Source: an optimization exercise on an open RTL-to-GDS flow (aim: small area and a short achievable clock period). Production flows keep margins and buffers that such runs may drop. Function was not checked in any run shown here: the RTL went through the layout flow alone. Power figures rest on the tool's default switching activity, not on a simulated workload.

==> flow/design.v <==
module sfs (
    input  wire        clk,
    input  wire        rst,         
    input  wire        clr,         
    input  wire        in_valid,
    input  wire [7:0]  in_data,
    output wire        in_ready,
    output wire        res_valid,
    output wire [1:0]  res_kind,    
    output wire [31:0] res_idx,
    output wire [15:0] res_x,
    output wire [15:0] res_y,
    output wire [15:0] res_z,
    output wire [31:0] res_ax,
    output wire [31:0] res_ay,
    output wire [31:0] res_az,
    output wire [31:0] res_loss,
    input  wire        cfg_we,
    input  wire [2:0]  cfg_addr,
    input  wire [31:0] cfg_wdata,
    output reg  [31:0] cfg_rdata
);
    localparam [7:0]  SYNC_VALUE  = 8'h53;
    localparam [15:0] SCALE_RESET = 16'd16;
    localparam [2:0] REG_SCALE      = 3'd0;
    localparam [2:0] REG_STATUS     = 3'd1;
    localparam [2:0] REG_SAMPLE_IDX = 3'd2;
    localparam [2:0] REG_LOSS_RUN   = 3'd3;
    localparam [2:0] REG_LOSS_TOTAL = 3'd4;
    reg [2:0]  pos;           
    reg [7:0]  buf0, buf1, buf2, buf3, buf4;    
    reg [31:0] idx;           
    reg        idx_wrap;      
    reg [31:0] loss_run;      
    reg [31:0] loss_total;    
    reg [15:0] scale_num;     
    assign in_ready = ~(rst | clr);
    wire accept  = in_valid & ~rst & ~clr;
    wire at_sync = (pos == 3'd0);
    wire is_sync = (in_data == SYNC_VALUE);
    wire op_sync = accept & at_sync &  is_sync;
    wire op_lost = accept & at_sync & ~is_sync;
    wire op_data = accept & (pos >= 3'd1) & (pos <= 3'd5);
    wire op_emit = accept & (pos == 3'd6);
    wire [31:0] loss_run_inc   = (loss_run   + 32'd1) | {32{&loss_run}};
    wire [31:0] loss_total_inc = (loss_total + 32'd1) | {32{&loss_total}};
    always @(*) begin
        if (rst) begin
            cfg_rdata = 32'd0;
        end else begin
            case (cfg_addr)
                REG_SCALE:      cfg_rdata = {16'd0, scale_num};
                REG_STATUS:     cfg_rdata = {28'd0, idx_wrap, pos};
                REG_SAMPLE_IDX: cfg_rdata = idx;
                REG_LOSS_RUN:   cfg_rdata = loss_run;
                REG_LOSS_TOTAL: cfg_rdata = loss_total;
                default:        cfg_rdata = 32'd0;
            endcase
        end
    end
    always @(posedge clk) begin
        if (rst) begin
            pos        <= 3'd0;
            idx        <= 32'd0;
            idx_wrap   <= 1'b0;
            loss_run   <= 32'd0;
            loss_total <= 32'd0;
            scale_num  <= SCALE_RESET;
        end else begin
            if (clr) begin
                pos        <= 3'd0;
                idx        <= 32'd0;
                idx_wrap   <= 1'b0;
                loss_run   <= 32'd0;
                loss_total <= 32'd0;
            end else begin
                if (op_sync)
                    pos <= 3'd1;
                if (op_data)
                    pos <= pos + 3'd1;
                if (op_lost) begin
                    loss_run   <= loss_run_inc;
                    loss_total <= loss_total_inc;
                end
                if (op_emit) begin
                    pos      <= 3'd0;
                    idx      <= idx + 32'd1;
                    loss_run <= 32'd0;
                    if (&idx)
                        idx_wrap <= 1'b1;
                end
            end
            if (cfg_we && cfg_addr == REG_SCALE)
                scale_num <= cfg_wdata[15:0];
        end
    end
    reg [7:0] d5;             
    always @(posedge clk) begin
        if (pos == 3'd1) buf0 <= in_data;
        if (pos == 3'd2) buf1 <= in_data;
        if (pos == 3'd3) buf2 <= in_data;
        if (pos == 3'd4) buf3 <= in_data;
        if (pos == 3'd5) buf4 <= in_data;
        if (pos == 3'd6) d5   <= in_data;
    end
    reg [2:0] k1, k2, k3;
    wire [2:0] k0 = op_emit ? 3'b110 :
                    op_lost ? 3'b101 :
                    accept  ? 3'b100 :
                    (clr & ~rst) ? 3'b010 : 3'b000;
    always @(posedge clk) begin
        if (rst) begin
            k1 <= 3'd0; k2 <= 3'd0; k3 <= 3'd0;
        end else begin
            k1 <= k0; k2 <= k1; k3 <= k2;
        end
    end
    wire emit1 = k1[2] & k1[1];    
    wire emit2 = k2[2] & k2[1];    
    reg [15:0] s_hold;            
    always @(posedge clk)
        if (!emit1) s_hold <= scale_num;
    reg [7:0] d0_hold;            
    always @(posedge clk)
        d0_hold <= buf0;
    wire [15:0] m_a = emit1 ? {buf3, buf2} : emit2 ? {d5, buf4} : {buf1, buf0};
    wire [15:0] m_s = (emit1 | emit2) ? s_hold : scale_num;
    wire signed [31:0] m_p = $signed(m_a) * $signed({1'b0, m_s});
    reg [31:0] p0, p1, p2;        
    always @(posedge clk) begin
        p0 <= m_p; p1 <= p0; p2 <= p1;
    end
    reg [31:0] r;
    wire [31:0] r_inc = (r + 32'd1) | {32{&r}};
    always @(posedge clk) begin
        if (rst)
            r <= 32'd0;
        else if (op_emit)
            r <= idx;
        else if (k3[1])
            r <= 32'd0;
        else if (k3[0])
            r <= r_inc;
    end
    assign res_valid = k3[2] & ~rst;
    assign res_kind  = k3[1:0];
    assign res_idx   = r;
    assign res_loss  = r_inc;
    assign res_x     = {buf1, d0_hold};
    assign res_y     = {buf3, buf2};
    assign res_z     = {d5, buf4};
    assign res_ax    = p2;
    assign res_ay    = p1;
    assign res_az    = p0;
endmodule
==> flow/run.sh <==
#!/bin/bash
# synth_recipe.tcl (not shown) runs the flow's synth.tcl, then flattens the netlist and writes it again
# the make line also repeats each setting of config.mk as NAME=value (left out here)
make -C /OpenROAD-flow-scripts/flow DESIGN_CONFIG=/design/flow/config.mk WORK_HOME=/design/flow/orfs CLKGATE_MAP_FILE= SYNTH_SCRIPT=/design/flow/synth_recipe.tcl finish
==> flow/config.mk <==
export PLATFORM = sky130hd
export DESIGN_NAME = sfs
export DESIGN_NICKNAME = sfs
export VERILOG_FILES = /design/flow/design.v
export SDC_FILE = /design/flow/constraint.sdc
export NUM_CORES = 4
export LEC_CHECK = 0
export CAP_MARGIN = 20
export CORE_MARGIN = 2
export CORE_UTILIZATION = 40
export SLEW_MARGIN = 20
==> flow/constraint.sdc <==
create_clock -name core_clock -period 12.0 [get_ports {clk}]
set_input_delay 2.4000 -clock core_clock [delete_from_list [all_inputs] [get_ports {clk}]]
set_output_delay 2.4000 -clock core_clock [all_outputs]
set_load 0.01 [all_outputs]
==> impl_metrics.tcl, run 1 <==
set metrics [dict create \
    portBuffers 275 \
    grt_usage_pct 22.35 \
    crit_path_end_kind "register" \
    wl_um 62240 \
    grt_max_degree 56 \
    place.gp.congestion 0.9062 \
    synth-edff-count 64 \
    synth.cell_area_um2 21680 \
    peakVddDrop_mv 0.08836 \
    yosysSeqAreaShare_pct 32.97 \
    antenna_found_initial 1 \
    synth_largest_area_cell "dfxtp_1" \
    placementRows 85 \
    ioPinCount 292 \
    hold_violations 0 \
    yosys-top-cells-area "dfxtp_1, fa_1, edfxtp_1, ha_1, nand2_1" \
    netlist.area_leader.share_pct 24.10 \
    cap_violations 0 \
    status "no timing/DRC/antenna violations" \
    fin_crit_ps 8497 \
    period_share_pct 70.81 \
    r2r_slack_ps 3500 \
    hp-start "p1[17]" \
    grt.overflow.total 0 \
    placed_area_um2 25170 \
    yosysWarnings 1 \
    wl_per_cell_um 18.70 \
    cts_hold_buf 0 \
    reg2reg_depth 24 \
    die_w_um 236.8 \
    via_per_inst 5.313 \
    dp_cells 3259 \
    nNetsFinal 2972 \
    required_ps 12460 \
    final_cell_mix "nand2_1, clkdlybuf4s50_1, inv_1" \
    diodes 0 \
    syn_inst 2349 \
    worstPathArrival_ps 8950 \
    async_flop_share_pct 0 \
    grt_setup_unrepaired "false" \
    cp-start-kind "register" \
    fmax_mhz 117.7 \
    syn_to_final_growth_pct 21.85 \
    hpwl_um 47820 \
    fin_skew_ps 44.26 \
    drv_slew 0 \
    pre_cts_ws_ps 3549 \
    min_to "p2[17]" \
    setup_tns_ps 0 \
    drive_gt1_share_pct 5.585 \
    clock-root-buffer "clkbuf_16" \
    drt-pass1-iter-count 7 \
    cts_made_buffers 38 \
    synth_nets 2717 \
    max_slew_margin_pct 19.42 \
    grt_pass1_vias 18070 \
    final_area_um2 26410 \
    clk_pin_slew_ps 60 \
    clkLatencyLatePin_ps 590 \
    dr_total_vias 17680 \
    dieArea_um2 56070 \
    layout.cells.non_filler 3328 \
    worstSetupPathType "register to register" \
    crit_fanout 43 \
    ys.flop_type "dfxtp_1" \
    r2r_end "p0[29]" \
    drtAntennaViolNets 0 \
    setup_viol 0 \
    r2r-start "k1[2]" \
    leakage_nw 11.14 \
    cts_tree "built" \
    synth-seq-cells 325 \
    p_per_area_nw_per_um2 110.0 \
    cts.sinks 325 \
    clock_path_buffers 3 \
    drc 0 \
    ctsResizeCount 0 \
    tightest_slew_ps 1175 \
    final_common_cell "nand2_1" \
    synthDistinctLibCells 71 \
    initial_utilization_pct 40.36 \
    die_h_um 236.8 \
    synth.avg_cell_area_um2 9.229 \
    grt_pass1_wl_um 98590 \
    worst_slack_ps 3503 \
    core_region_area_um2 53710 \
    postCtsSetupBuffers 0 \
    hold_depth 0 \
    hp-class "register to register" \
    drt_iter0_drc 1090 \
    h-tree-depth 2 \
]
state kept, by name, indices dropped and copies added (netlist names), 16 cells and up:
register    cells
p2             32
r              32
loss_total     32
p1             32
p0             32
s_hold         16
idx            32
loss_run       32
scale_num      16
per-layer routing:
| metal | up-vias | wire length, um | part of all wire [%] | global-route usage (%) |
|---|---|---|---|---|
| met1 | 8699 | 26170 | 42 | 28.44 |
| met4 | 2 | 2037 | 3.3 | 8.477 |
| met2 | 581 | 30420 | 49 | 38.35 |
| li1 | 8283 | - | - | - |
| met5 | - | 13 | 0.021 | 0 |
| met3 | 115 | 3593 | 5.8 | 3.381 |
stage by stage:
step	total power [W]	hold slack, ps	util, %
after floorplan	0.001528	347.8	-
after global placement	0.001780	333.5	46.86
after detailed placement	0.001787	334.8	46.87
after CTS	0.002944	347.6	49.15
after global routing	0.003038	353.7	49.18
final	0.002904	346.3	49.18
final cells by class:
cell class	count	area, um2
Timing Repair Buffer	306	2988
Clock inverter	21	220.2
Sequential cell	325	7147
Clock buffer	47	1005
Tap cell	696	870.8
Inverter	271	1017
Fill cell	4964	27290
Multi-Input combinational cell	1662	13170
power by group:
| group | switching, W | internal [W] | leakage (nW) |
|---|---|---|---|
| Sequential | 0.0000378 | 0.00120 | 2.76 |
| Combinational | 0.000257 | 0.000261 | 7.79 |
| Clock | 0.000497 | 0.000650 | 0.588 |
cell families after synthesis:
logic type / count (synthesis) / synth area share [%]
multiplexers: 69 / 3.313
AO/OA/AOI/OAI: 354 / 10.09
AND/OR/NAND/NOR: 799 / 17.18
flip-flops: 325 / 32.97
adder cells (fa/ha/maj): 320 / 25.19
XOR/XNOR: 120 / 4.848
buffers and inverters: 362 / 6.407
cells in the mapped netlist, drive strengths merged (18+ instances only):
cell    count
nand4      26
nor2b      19
inv       270
buf        19
a21oi     151
nor2      261
fa        194
xor2       63
mux2       22
mux2i      47
a211oi     21
dfxtp     261
a22oi      33
o21ai      53
clkbuf     72
edfxtp     64
nand3      65
xnor2      57
a31oi      20
and2       26
nor3       32
nand2     277
and3       26
ha        126
o21a       18
how the worst max path moves through the flow:
stage | start | end | slack (ps) | cells past startpoint
6_report | k1[2] | p0[29] | 3500 | 24
4_1_cts | k2[2] | p0[29] | 3510 | 21
2_1_floorplan | k1[2] | p0[29] | 4840 | 25
5_1_grt | k1[2] | p0[29] | 3130 | 24
3_5_place_dp | k2[2] | p0[29] | 3550 | 21
3_3_place_gp | k2[2] | p0[29] | 3620 | 21
critical path: stages (launching register included):
cell and delay (ps):
dfxtp_1 300, and2_1 150, buf_4 280, a21oi_4 160, buf_4 400, mux2i_1 1010, nor2_1 160, fa_1 570
inv_1 50, fa_1 430, fa_1 450, fa_1 490, inv_1 60, fa_1 530, inv_1 50, fa_1 480
inv_1 40, ha_1 330, o21ai_0 260, nor2_1 80, o41ai_1 800, a211o_1 370, a211oi_1 130, or3_1 400
o311ai_0 330
==> run 2: changes to the inputs <==
--- a/flow/config.mk
+++ b/flow/config.mk
@@ -10,2 +10,3 @@
 export CORE_UTILIZATION = 40
+export SETUP_SLACK_MARGIN = 5
 export SLEW_MARGIN = 20
==> impl_metrics.tcl, run 2 <==
set metrics [dict create \
    crit_path_end_kind "output port" \
    syn_inst 2349 \
    required_ps 9600 \
    synth_largest_area_cell "dfxtp_1" \
    clock_path_buffers 3 \
    nNetsFinal 3006 \
    path_cells "clkdlybuf4s50_1, buf_12, nor2_4, and2_2, a22oi_1, a21oi_2, clkdlybuf4s50_1" \
    setup_viol 0 \
    leakage_nw 11.48 \
    grt_setup_unrepaired "true" \
    setup_tns_ps 0 \
    wl_per_cell_um 19.48 \
    drive_gt1_share_pct 9.295 \
    hpwl_um 48350 \
    tightest_slew_ps 1052 \
    layout.cells.non_filler 3364 \
    holdWs_ps 344.5 \
    hp-class "register to register" \
    cts.sinks 325 \
    cap_violations 0 \
    dieArea_um2 56070 \
    clk_pin_slew_ps 60 \
    grt_pass1_vias 18330 \
    synth_common_cells "nand2_1, inv_1, dfxtp_1, nor2_1, fa_1" \
    p_clk_share_pct 40.2 \
    drv_slew 0 \
    antenna_found_initial 1 \
    drc 0 \
    clock-root-buffer "clkbuf_16" \
    synth-edff-count 64 \
    cpPeakStageDelay_ps 590 \
    dr_total_vias 18080 \
    wl_um 65520 \
    worstPathArrival_ps 4570 \
    crit_fanout 13 \
    hold_violations 0 \
    yosysWarnings 1 \
    initial_utilization_pct 40.36 \
    die_w_um 236.8 \
    p_sw_w 0.0007964 \
    comb_power_share_pct 18.4 \
    p_per_area_nw_per_um2 109.4 \
    synth-seq-cells 325 \
    max_slew_margin_pct 28.91 \
    portBuffers 275 \
    fin_skew_ps 38.03 \
    clkLatencyLatePin_ps 580 \
    period_share_pct 58.11 \
    synth.most_common_cell "nand2_1" \
    ioPinCount 292 \
    cp-start-kind "primary input" \
    yosys-top-cells-area "dfxtp_1, fa_1, edfxtp_1, ha_1, nand2_1" \
    netlist.area_leader.share_pct 24.10 \
    fin_crit_ps 6973 \
    final_common_cell "nand2_1" \
    worst-path-buf-inv 3 \
    seqPwrFrac_pct 41.5 \
    placementRows 85 \
    cts_tree "built" \
    worstSetupPathType "primary input to output port" \
    grt.overflow.total 0 \
    via_per_inst 5.375 \
    synth.avg_cell_area_um2 9.229 \
    syn_to_final_growth_pct 26.31 \
    synth.cell_area_um2 21680 \
    place.gp.congestion 0.9042 \
    drt_iter0_drc 1060 \
    internal-power_w 0.002198 \
    swShare_pct 26.60 \
    core_region_area_um2 53710 \
    peakVddDrop_mv 0.08505 \
    crit_slowest_cell "clkdlybuf4s50_1" \
    grt_pass1_wl_um 100500 \
    crit_path_frequent_cell "clkdlybuf4s50_1" \
    drtAntennaViolNets 0 \
    yosysSeqAreaShare_pct 32.97 \
    grt_usage_pct 22.88 \
    drt-pass1-iter-count 5 \
    status "no timing/DRC/antenna violations" \
    die_h_um 236.8 \
    path_delay_family "buffers and inverters" \
    synthDistinctLibCells 71 \
    synth_nets 2717 \
    async_flop_share_pct 0 \
    h-tree-depth 2 \
    ys.flop_type "dfxtp_1" \
    cts_made_buffers 38 \
    grt_max_degree 56 \
    fmax_mhz 143.4 \
    dp_cells 3257 \
    diodes 0 \
    final_cell_mix "nand2_1, inv_1, clkdlybuf4s50_1" \
]
## run 2: changes by cell type in the layout (fill, tap and decap cells not counted), sizes merged, moves of 2 or more
cell           before  now
clkbuf             47   55
and2               26   28
clkdlybuf4s50     274  267
dlymetal6s2s        0    5
inv               275  271
mux2               22   24
buf                32   57
bufinv              2    4
## run 2: area by class of cell
cell class,instances,area [um2]
timing repair buffer,335,3358
inverter,271,1021
tap,696,870.8
clock inverter,19,237.7
clock buffer,51,1071
fill,4889,26330
multi-input combinational,1667,13670
sequential,325,7154
## run 2: cell families after synthesis
| logic type | Yosys count | synth area share, % |
|---|---|---|
| AOI/OAI and AO/OA | 354 | 10.09 |
| buffers and inverters | 362 | 6.407 |
| and+or+nand+nor | 799 | 17.18 |
| adders and majority gates | 320 | 25.19 |
| muxes | 69 | 3.313 |
| xor gates and xnor gates | 120 | 4.848 |
| DFF | 325 | 32.97 |
## run 2: per-stage QoR
step                      power [W]  setup WS, ps  instance area, um2  utilization [%]
after global routing       0.003133          4893               27380            50.98
after CTS                  0.003013          4900               26930            50.14
after detailed placement   0.001788          3254               25160            46.84
after floorplan            0.001528          5001               21680                -
after global placement     0.001779          3366               25150            46.83
final                      0.002995          5027               27380            50.98
## run 2: power by group through the flow
stage,Sequential (W),Clock (W),Combinational [W]
6_report,0.00124,0.00120,0.000550
5_1_grt,0.00125,0.00128,0.000602
4_1_cts,0.00124,0.00123,0.000535
3_5_place_dp,0.00127,0,0.000522
3_3_place_gp,0.00126,0,0.000515
2_1_floorplan,0.00130,0,0.000226
## run 2: what timing repair did
| action | 4_1_cts | 5_1_grt |
|---|---|---|
| buffers inserted | 12 | 16 |
| pin swaps | 5 | 14 |
| gates cloned | 4 | 5 |
| hold buffers | 0 | 0 |
| endpoints found under the setup margin | 52 | 26 |
| gates resized for setup | 72 | 59 |
## run 2: path summary, 6_finish.rpt
kind	slack, ps	endpoint	depth (start not counted)	start
worst min register to register	340	p2[3]	0	p1[3]
worst max register to register	5080	p0[29]	26	k1[2]
worst max-delay path	5030	cfg_rdata[8]	7	cfg_addr[0]
worst min-delay path	340	p2[3]	0	p1[3]
## run 2: worst register-to-register path, stage by stage, from the launching register on
cell	delay (ps)
dfxtp_1	300
and2_4	190
buf_12	170
a21oi_4	220
buf_12	190
buf_4	140
mux2i_4	300
nor2_1	110
fa_1	540
inv_1	50
fa_1	560
fa_1	440
fa_1	560
inv_1	60
fa_1	470
inv_1	50
fa_1	470
inv_1	40
ha_2	290
o21ai_2	140
nor2_1	80
o41ai_4	290
buf_4	200
a211o_4	180
a211oi_2	90
or3_4	410
o311ai_4	260
## run 2: layer usage
layer  routed length (um)  track usage [%]  share of wire (%)
met4                 2384            8.516                3.6
met1                27190            28.93                 41
met5                   13                0              0.020
met3                 3871            3.602                5.9
met2                32060            39.45                 49
==> run 3: changes to the inputs <==
--- a/flow/config.mk
+++ b/flow/config.mk
@@ -7,2 +7,3 @@
 export LEC_CHECK = 0
+export ABC_CLOCK_PERIOD_IN_PS = 4000
 export CAP_MARGIN = 20
==> impl_metrics.tcl, run 3 <==
set metrics [dict create \
    setup_tns_ps 0 \
    die_h_um 236.8 \
    synth_common_cells "nand2_1, inv_1, dfxtp_1, nor2_1, fa_1" \
    cp-start-kind "primary input" \
    synth_largest_area_cell "dfxtp_1" \
    cts_hold_buf 0 \
    worstPathArrival_ps 4570 \
    synth_nets 2717 \
    netlist.area_leader.share_pct 24.10 \
    core_region_area_um2 53710 \
    ys.flop_type "dfxtp_1" \
    synth.most_common_cell "nand2_1" \
    syn_inst 2349 \
    via_per_inst 5.375 \
    drtAntennaViolNets 0 \
    yosys-top-cells-area "dfxtp_1, fa_1, edfxtp_1, ha_1, nand2_1" \
    fin_skew_ps 38.03 \
    utilization_pct 50.98 \
    grt_usage_pct 22.88 \
    crit_path_end_kind "output port" \
    hp-class "register to register" \
    peakVddDrop_mv 0.08505 \
    fin_crit_ps 6973 \
    setup_viol 0 \
    worstSetupPathType "primary input to output port" \
    yosysSeqAreaShare_pct 32.97 \
    synth_compound_area_share_pct 10.09 \
    synth.avg_cell_area_um2 9.229 \
    grt.overflow.total 0 \
    dr_total_vias 18080 \
    cts_made_buffers 38 \
    required_ps 9600 \
    synth_simple_gate_area_share_pct 17.18 \
    synth-edff-count 64 \
    status "no timing/DRC/antenna violations" \
    hold_violations 0 \
    synth.cell_area_um2 21680 \
    clock_path_buffers 3 \
    place.gp.congestion 0.9042 \
    synth_top_family_by_area "adder cells" \
    wl_um 65520 \
    grt_use_met2_pct 39.45 \
    final_common_cell "nand2_1" \
    async_flop_share_pct 0 \
    cts_tree "built" \
    synth-seq-cells 325 \
    clkLatencyLatePin_ps 580 \
    grt_setup_unrepaired "true" \
    fmax_mhz 143.4 \
    crit_fanout 13 \
    fill_cells 4889 \
    grt_pass1_vias 18330 \
    placementRows 85 \
    hpwl_um 48350 \
    placed_area_um2 25160 \
    period_share_pct 58.11 \
    yosysWarnings 1 \
    yosys.area_share.adder_pct 25.19 \
    p_per_area_nw_per_um2 109.4 \
    diodes 0 \
    drt-pass1-iter-count 5 \
    clock-root-buffer "clkbuf_16" \
    worst_slack_ps 5027 \
    cts.sinks 325 \
    antenna_found_initial 1 \
    nNetsFinal 3006 \
    drv_slew 0 \
    ioPinCount 292 \
    h-tree-depth 2 \
    drc 0 \
    tightest_slew_ps 1052 \
    syn_to_final_growth_pct 26.31 \
    final_area_um2 27380 \
    portBuffers 275 \
    dieArea_um2 56070 \
    met1_usage_pct 28.93 \
    initial_utilization_pct 40.36 \
    grt_pass1_wl_um 100500 \
    final_cell_mix "nand2_1, inv_1, clkdlybuf4s50_1" \
    synth_xor_xnor_area_share_pct 4.848 \
    synthDistinctLibCells 71 \
    wl_per_cell_um 19.48 \
    drive_gt1_share_pct 9.295 \
    die_w_um 236.8 \
    grtUsageMet3_pct 3.602 \
    pre_cts_ws_ps 3254 \
    max_slew_margin_pct 28.91 \
    clk_pin_slew_ps 60 \
    muxShareOfSynthArea_pct 3.313 \
    cap_violations 0 \
    leakage_nw 11.48 \
    grt.busiest_layer "met2" \
    drt_iter0_drc 1060 \
    grt_max_degree 56 \
]
## run 3: cell counts after synthesis
No cell type changed its count.
## run 3: power by group
part | internal, W | leakage (nW) | switching [W] | total (W)
registers | 0.00120 | 2.76 | 0.0000400 | 0.00124
clock network | 0.000719 | 0.629 | 0.000484 | 0.00120
logic | 0.000277 | 8.09 | 0.000273 | 0.000550
## run 3: cells by family after synthesis
logic type,Yosys count
muxes,69
and+or+nand+nor,799
AOI/OAI and AO/OA,354
xor gates and xnor gates,120
DFF,325
buffers and inverters,362
adders and majority gates,320
## run 3: worst paths after layout
path | cells after the start | slack [ps] | from | endpoint
min reg2reg | 0 | 340 | p1[3] | p2[3]
max reg2reg | 26 | 5080 | k1[2] | p0[29]
min | 0 | 340 | p1[3] | p2[3]
max | 7 | 5030 | cfg_addr[0] | cfg_rdata[8]
## run 3: layout make-up
| cell class | count | area [um2] | area share (%) |
|---|---|---|---|
| Multi-Input combinational cell | 1667 | 13670 | 49.92 |
| Tap cell | 696 | 870.8 | 3.180 |
| Timing Repair Buffer | 335 | 3358 | 12.26 |
| Sequential cell | 325 | 7154 | 26.13 |
| Clock buffer | 51 | 1071 | 3.911 |
| Inverter | 271 | 1021 | 3.729 |
| Clock inverter | 19 | 237.7 | 0.8682 |
## run 3: layer usage
metal | wire length [um] | vias up
met5 | 13 | -
met4 | 2384 | 2
met2 | 32060 | 660
met1 | 27190 | 8931
li1 | - | 8353
met3 | 3871 | 136
## run 3: per-stage QoR
step / hold slack [ps] / cells / total power [W]
final: 344.5 / 3364 / 0.002995
after detailed placement: 335.6 / 3257 / 0.001788
after global routing: 351.7 / 3364 / 0.003133
after global placement: 333.0 / 3257 / 0.001779
after floorplan: 347.8 / 2349 / 0.001528
after CTS: 347.5 / 3343 / 0.003013
## run 3: repair_timing
item	in CTS	in global routing
setup buffers	12	16
setup endpoints to repair	52	26
pin swaps	5	14
gates resized for setup	72	59
gates cloned	4	5
## run 3: critical path: stages
cell	delay, ps
clkdlybuf4s50_1	500
buf_12	200
nor2_4	230
and2_2	280
a22oi_1	120
a21oi_2	250
clkdlybuf4s50_1	590

[port drivers added, routing unchanged]
The results above use ideal ports. As a check the final layouts listed here were re-extracted and re-timed, cells and wires unchanged. Step 1: set_driving_cell puts a clkbuf_16 on clk and a buf_2 on each other input, an assumption about the parent block. Step 2 also shifts input and output timing later by t, the mid clock arrival at the registers, as if the neighbouring blocks saw the same clock. Slacks: ideal / step 1 / step 2; pairs: ideal / step 1.
| run | t, ns | setup slack, ns | latest minus earliest clock arrival (ns) |
|---|---|---|---|
| run 1 | 0.627 | 3.503 / 3.503 / 3.503 | 0.047 / 0.047 |
| run 2 | 0.621 | 5.027 / 5.002 / 5.002 | 0.038 / 0.038 |
| run 3 | 0.621 | 5.027 / 5.002 / 5.002 | 0.038 / 0.038 |
After both steps every run listed still meets setup and hold.
